From an optimization exercise on the open Yosys and OpenROAD flow, aimed at small area, a short achievable clock period and few clock cycles; shortcuts taken in it are not production practice.
Only simulation tests tie the RTL to the original design; equivalence was not proved.
Power figures rest on the tool's default switching activity, not on a simulated workload.

==> design/flow/design.v <==
module phpb_serial (
    input  wire        clk,
    input  wire        rst,             
    input  wire        cfg_guard_en,    
    input  wire [16:0] cfg_max_len,     
    input  wire        cfg_drop_zero,   
    input  wire        rx_in_valid,
    output wire        rx_in_ready,
    input  wire [7:0]  rx_in_data,
    input  wire        rx_in_last,      
    output wire        rx_out_valid,
    input  wire        rx_out_ready,
    output wire [7:0]  rx_out_data,
    output wire        rx_out_sop,
    output wire        rx_out_eop,
    output wire [47:0] rx_out_hdr,      
    output wire [16:0] rx_out_tlen,     
    input  wire        tx_in_valid,
    output wire        tx_in_ready,
    input  wire [7:0]  tx_in_data,
    output wire        tx_out_valid,
    input  wire        tx_out_ready,
    output wire [7:0]  tx_out_data,
    output reg  [15:0] cnt_rx_pkt,
    output reg  [15:0] cnt_malformed,
    output reg  [15:0] cnt_zero_drop
);
    reg       esc_pend;
    reg       xv;
    reg [7:0] xd;
    reg       xl;
    wire in_is_ff = (rx_in_data == 8'hFF);
    wire in_is_00 = (rx_in_data == 8'h00);
    wire pair_two = esc_pend && !in_is_ff && !in_is_00;   
    reg        tok_has;
    reg [7:0]  tok_data;
    reg        tok_last;
    always @(*) begin
        tok_has  = 1'b1;
        tok_data = rx_in_data;
        tok_last = rx_in_last;
        if (xv) begin
            tok_data = xd;
            tok_last = xl;
        end else if (!esc_pend) begin
            if (in_is_ff)
                tok_has = 1'b0;
        end else if (pair_two) begin
            tok_data = 8'hFF;
            tok_last = 1'b0;
        end
    end
    wire tok_valid = xv || rx_in_valid;
    wire tok_ready;
    wire tok_fire  = tok_valid && tok_ready;
    always @(posedge clk) begin
        if (rst) begin
            esc_pend <= 1'b0;
            xv       <= 1'b0;
            xd       <= 8'd0;
            xl       <= 1'b0;
        end else if (tok_fire) begin
            if (xv) begin
                xv <= 1'b0;
            end else begin
                if (pair_two) begin
                    xv <= 1'b1;
                    xd <= rx_in_data;
                    xl <= rx_in_last;
                end
                if (esc_pend)
                    esc_pend <= 1'b0;
                else if (in_is_ff)
                    esc_pend <= 1'b1;
            end
        end
    end
    assign rx_in_ready = tok_ready && !xv;
    localparam S_HDR     = 2'd0;    
    localparam S_EMITHDR = 2'd1;    
    localparam S_BODY    = 2'd2;    
    localparam S_DISCARD = 2'd3;    
    reg [1:0]  state;
    reg [2:0]  idx;          
    reg [47:0] hdr;
    reg [16:0] remain;       
    reg        drop;         
    reg        ov;
    reg [7:0]  od;
    reg        osop;
    reg        oeop;
    wire ofree = !ov || rx_out_ready;
    wire [16:0] tlen_now = {1'b0, hdr[15:8], tok_data} + 17'd7;    
    wire        too_long = cfg_guard_en && (tlen_now > cfg_max_len);
    wire        zero_now = cfg_drop_zero && (hdr[47:40] == 8'h00);
    assign tok_ready = (state == S_HDR) || (state == S_DISCARD) ||
                       ((state == S_BODY) && (!tok_has || drop || ofree));
    wire [7:0] hdr_byte = (idx == 3'd0) ? hdr[47:40] :
                          (idx == 3'd1) ? hdr[39:32] :
                          (idx == 3'd2) ? hdr[31:24] :
                          (idx == 3'd3) ? hdr[23:16] :
                          (idx == 3'd4) ? hdr[15:8]  : hdr[7:0];
    always @(posedge clk) begin
        if (rst) begin
            state         <= S_HDR;
            idx           <= 3'd0;
            hdr           <= 48'd0;
            remain        <= 17'd0;
            drop          <= 1'b0;
            ov            <= 1'b0;
            od            <= 8'd0;
            osop          <= 1'b0;
            oeop          <= 1'b0;
            cnt_rx_pkt    <= 16'd0;
            cnt_malformed <= 16'd0;
            cnt_zero_drop <= 16'd0;
        end else begin
            if (ov && rx_out_ready)
                ov <= 1'b0;
            case (state)
            S_HDR: begin
                if (tok_fire && tok_has) begin
                    case (idx)
                        3'd0: hdr[47:40] <= tok_data;
                        3'd1: hdr[39:32] <= tok_data;
                        3'd2: hdr[31:24] <= tok_data;
                        3'd3: hdr[23:16] <= tok_data;
                        3'd4: hdr[15:8]  <= tok_data;
                        default: hdr[7:0] <= tok_data;
                    endcase
                    if (idx == 3'd5) begin
                        idx <= 3'd0;
                        if (too_long) begin
                            if (cnt_malformed != 16'hFFFF)
                                cnt_malformed <= cnt_malformed + 16'd1;
                            if (!tok_last)
                                state <= S_DISCARD;
                        end else begin
                            remain <= tlen_now - 17'd6;
                            drop   <= zero_now;
                            state  <= zero_now ? S_BODY : S_EMITHDR;
                        end
                    end else begin
                        idx <= idx + 3'd1;
                    end
                end
            end
            S_EMITHDR: begin
                if (ofree) begin
                    ov   <= 1'b1;
                    od   <= hdr_byte;
                    osop <= (idx == 3'd0);
                    oeop <= 1'b0;
                    if (idx == 3'd5) begin
                        idx   <= 3'd0;
                        state <= S_BODY;
                    end else begin
                        idx <= idx + 3'd1;
                    end
                end
            end
            S_BODY: begin
                if (tok_fire && tok_has) begin
                    if (!drop) begin
                        ov   <= 1'b1;
                        od   <= tok_data;
                        osop <= 1'b0;
                        oeop <= (remain == 17'd1);
                    end
                    remain <= remain - 17'd1;
                    if (remain == 17'd1) begin
                        state <= S_HDR;
                        if (drop) begin
                            if (cnt_zero_drop != 16'hFFFF)
                                cnt_zero_drop <= cnt_zero_drop + 16'd1;
                        end else begin
                            if (cnt_rx_pkt != 16'hFFFF)
                                cnt_rx_pkt <= cnt_rx_pkt + 16'd1;
                        end
                    end
                end
            end
            default: begin    
                if (tok_fire && tok_last)
                    state <= S_HDR;
            end
            endcase
        end
    end
    assign rx_out_valid = ov;
    assign rx_out_data  = od;
    assign rx_out_sop   = osop;
    assign rx_out_eop   = oeop;
    assign rx_out_hdr   = hdr;
    assign rx_out_tlen  = {1'b0, hdr[15:0]} + 17'd7;
    reg       tov;
    reg [7:0] tod;
    reg       tpv;       
    reg [7:0] tpd;
    wire tofree = !tov || tx_out_ready;
    assign tx_in_ready = !tpv && tofree;
    always @(posedge clk) begin
        if (rst) begin
            tov <= 1'b0;
            tod <= 8'd0;
            tpv <= 1'b0;
            tpd <= 8'd0;
        end else begin
            if (tov && tx_out_ready)
                tov <= 1'b0;
            if (tpv) begin
                if (tofree) begin
                    tov <= 1'b1;
                    tod <= tpd;
                    tpv <= 1'b0;
                end
            end else if (tx_in_valid && tofree) begin
                tov <= 1'b1;
                if (tx_in_data == 8'hFF || tx_in_data == 8'h00) begin
                    tod <= 8'hFF;
                    tpv <= 1'b1;
                    tpd <= tx_in_data;
                end else begin
                    tod <= tx_in_data;
                end
            end
        end
    end
    assign tx_out_valid = tov;
    assign tx_out_data  = tod;
endmodule
==> design/flow/run.sh <==
#!/bin/bash
# synth_recipe.tcl (not shown) runs the flow's synth.tcl, then flattens the netlist and writes it again
# the make line also repeats each setting of config.mk as NAME=value (left out here)
make -C /OpenROAD-flow-scripts/flow DESIGN_CONFIG=/design/flow/config.mk WORK_HOME=/design/flow/orfs CLKGATE_MAP_FILE= SYNTH_SCRIPT=/design/flow/synth_recipe.tcl finish
==> design/flow/config.mk <==
export PLATFORM = sky130hd
export DESIGN_NAME = phpb_serial
export DESIGN_NICKNAME = phpb_serial
export VERILOG_FILES = /design/flow/design.v
export SDC_FILE = /design/flow/constraint.sdc
export NUM_CORES = 4
export LEC_CHECK = 0
export CAP_MARGIN = 20
export CORE_MARGIN = 2
export CORE_UTILIZATION = 40
export SLEW_MARGIN = 20
==> design/flow/constraint.sdc <==
create_clock -name core_clock -period 6.0 [get_ports {clk}]
set_input_delay 1.2000 -clock core_clock [delete_from_list [all_inputs] [get_ports {clk}]]
set_output_delay 1.2000 -clock core_clock [all_outputs]
set_load 0.01 [all_outputs]
==> metrics.cfg <==
[place]
io_buffers=176
dp_cells=1622
dp_hpwl_um=21100
dpl_worst_slack_ns=-0.120
gp_congestion=0.906

[timing]
max_slew_margin_pct=37.2
finalSetupViolCount=0
fin_ws_ns=0.344
slew_viol_final=0
layout_min_cycle_time_ns=5.66
finalHoldViolCount=0
fin_crit_sh_pct=94.3
rsz0062_at_grt=no
fmax_mhz=177
worstMarginPinSlew_ns=0.942
fin_worst_skew_ns=0.0113

[synthesis]
synth_edf_count=0
yosysMostFrequentCell=nor2_1
async_flop_share_pct=0
ys.flop_type=dfxtp_1
synth_area_um2=9240
synthTopCellsByCount=nor2_1, dfxtp_1, nand2_1
synth_warnings=1
yosysSeqAreaShare_pct=34.5
syn-num-nets=1244
synth.area.top_cells=dfxtp_1, nor2_1, mux2i_1
synthDistinctLibCells=76
yosysTopAreaCell=dfxtp_1
synthCells=1173
synth_top_area_share_pct=34.5
avgSynthCellArea_um2=7.87
synth_seq_cells=159

[clocking]
clock_latency_ns=0.43
clock-sinks=159
cts_resized=0
postCtsSetupRepairBufs=0
numCtsBuffers=17
htreeDepth=4
ctsRootBufferMaster=clkbuf_16
cts.clk_slew.worst_paths_ns=0.07
cts_tree=done
cts.path.max_buffers=2
hold_buffers=0

[global_route]
grt_first_pass_wirelength_um=45500
grt.overflow.total=0
grt_max_degree=89
grt_pass1_vias=8524
track_usage_pct=23.4
antenna_found_initial=0

[drt]
drt_wl_total_um=28600
dr.first_iter.drc_count=642
post_drt_wl_per_cell_um=17.3
vias_per_cell=5.51
antenna_left=0
drcViolationCount=0
dr_total_vias=9108
drt_pre_antenna_iters=5

[critical_path]
crit_arrival_ns=5.92
path_class=in -> reg
cp_max_fo=11
critPathRequiredTime_ns=6.27
worstSetupStartpointType=input port
cp-end-kind=flip-flop
startpoint=rx_in_data[0]
r2r-start=xv

[die]
die_h_um=156
rows=55
die_x_um=156
dieArea_um2=24300
io_pins=177
coreArea_um2=22600
start_util_pct=40.8

[power]
power_frac_clock_pct=34.6
switching_share_pct=34.4
p_seq_share_pct=38.4
p_switching_uw=1080
ir_worst_vdd_mv=0.173
powerDensity_nw_per_um2=259
p_leak_uw=0.00462
internal-power_uw=2050
power_frac_comb_pct=27.1
finalPower_uw=3130

[worst_hold_path]
holdCritPathClass=reg -> reg
min-delay-start=tod[4]

[layout]
fin_cells=1654
n_fill_cell=2204
final_net_count=1427
antenna_cells=0
post_route_cells_drive_above_1_share_pct=8.77
synthToLayoutAreaGrowth_pct=30.9
final_core_util_pct=53.4

[status]
status=no timing/DRC/antenna violations

[flow_run]
drv_cap=0

==> final timing paths <==
| path | slack, ns | depth (start not counted) | endpoint |
|---|---|---|---|
| max | 0.34 | 21 | remain[9] |
| min | 0.45 | 2 | tod[4] |
| max reg2reg | 1.02 | 20 | remain[9] |
| min reg2reg | 0.45 | 2 | tod[4] |
==> metal layers <==
layer  global-route usage [%]  part of all wire (%)
met3                     3.69                   5.2
met5                        0                     0
met4                     7.38                   2.2
met1                     31.6                    46
met2                     38.3                    47
==> power groups by stage <==
| stage | Clock [µW] | Combinational, µW | Sequential, µW |
|---|---|---|---|
| 2_1_floorplan | 0 | 504 | 1220 |
| 3_3_place_gp | 0 | 836 | 1220 |
| 3_5_place_dp | 0 | 839 | 1220 |
| 4_1_cts | 1110 | 843 | 1200 |
| 5_1_grt | 1150 | 932 | 1210 |
| 6_report | 1080 | 848 | 1200 |
==> per-stage QoR <==
stage	instance area (µm²)	hold slack (ns)	TNS [ns]
floorplan	9240	0.436	0
global placement	11500	0.440	-0.00255
detailed placement	11500	0.443	-0.629
CTS	12100	0.454	0
global route	12100	0.478	0
finish	12100	0.450	0
==> cell usage in the layout, fill, tap and decap left out, types with 6 or more instances in the layout <==
cell type        instances
nor2_1                 188
clkdlybuf4s50_1        175
dfxtp_1                159
nand2_1                 99
a21oi_1                 92
inv_1                   52
o21ai_0                 50
mux2i_1                 50
nand3_1                 49
buf_4                   47
xnor2_1                 36
xor2_1                  31
ha_1                    29
nand4_1                 27
nor3_1                  24
or3_1                   21
clkbuf_16               17
nand2b_1                15
and3_1                  14
nor4_1                  13
mux2_2                  13
a211oi_1                13
o221ai_1                 8
a221oi_1                 7
nor2b_1                  6
o21ai_1                  6
o211ai_1                 6
o22ai_1                  6
==> final cells by class <==
class	instances	area [µm²]	area share, %
Multi-Input combinational cell	903	5660	46.8
Sequential cell	159	3180	26.3
Timing Repair Buffer	222	2100	17.4
Clock buffer	18	429	3.55
Tap cell	285	357	2.95
Inverter	53	199	1.65
Clock inverter	14	158	1.30
==> state kept, by name (all words and copies together) (netlist names), 8 cells and up <==
register / flops
cnt_malformed: 16
cnt_rx_pkt: 16
cnt_zero_drop: 16
hdr: 48
od: 8
remain: 17
tod: 8
tpd: 8
xd: 8
==> critical path, stage by stage <==
cell,delay [ns]
clkdlybuf4s50_1,0.42
or3_4,0.41
o31ai_4,0.25
o21ai_0,0.14
o22a_1,0.21
inv_1,0.07
ha_1,0.16
o21ai_1,0.13
and4_1,0.22
a2111oi_1,0.38
a21o_1,0.15
inv_1,0.05
ha_1,0.29
nand4_1,0.11
or4_1,0.49
o221ai_1,0.22
buf_4,0.24
a21oi_1,0.09
buf_4,0.18
a2111oi_0,0.42
a2111oi_1,0.10
==> cells by family after synthesis <==
kind of cell | Yosys count | synth area share (%)
AND/OR/NAND/NOR | 486 | 24.8
AO/OA/AOI/OAI | 256 | 18.4
flip-flops | 159 | 34.5
buffers and inverters | 111 | 4.66
XOR/XNOR | 69 | 6.71
multiplexers | 63 | 7.00
adder cells (fa/ha/maj) | 29 | 3.93
Testbench counts, summed over its fixed seeds: cycles 134,012.

-- what the ideal ports hide --
The results above use ideal ports. As a check the final layout listed here was re-extracted and re-timed, cells and wires unchanged.
Step 1 (the two cells are an assumption about what drives the block):
set clk [get_ports {clk}]
set_driving_cell -lib_cell sky130_fd_sc_hd__clkbuf_16 $clk
set_driving_cell -lib_cell sky130_fd_sc_hd__buf_2 [delete_from_list [all_inputs] $clk]
Step 2 also shifts input and output timing later by t, the mid clock arrival at the registers, as if the neighbouring blocks saw the same clock.
Slacks: ideal ports / drivers / drivers and shift; pairs: ideal ports / drivers.
t, ns: 0.472
setup WS [ns]: 0.344 / 0.370 / -0.102
worst setup path at the end: input to register
Met with ideal ports but missed after step 2: setup timing in this run. For this run, drivers alone change the setup slack by +0.026 ns; drivers and shift together by -0.446 ns.
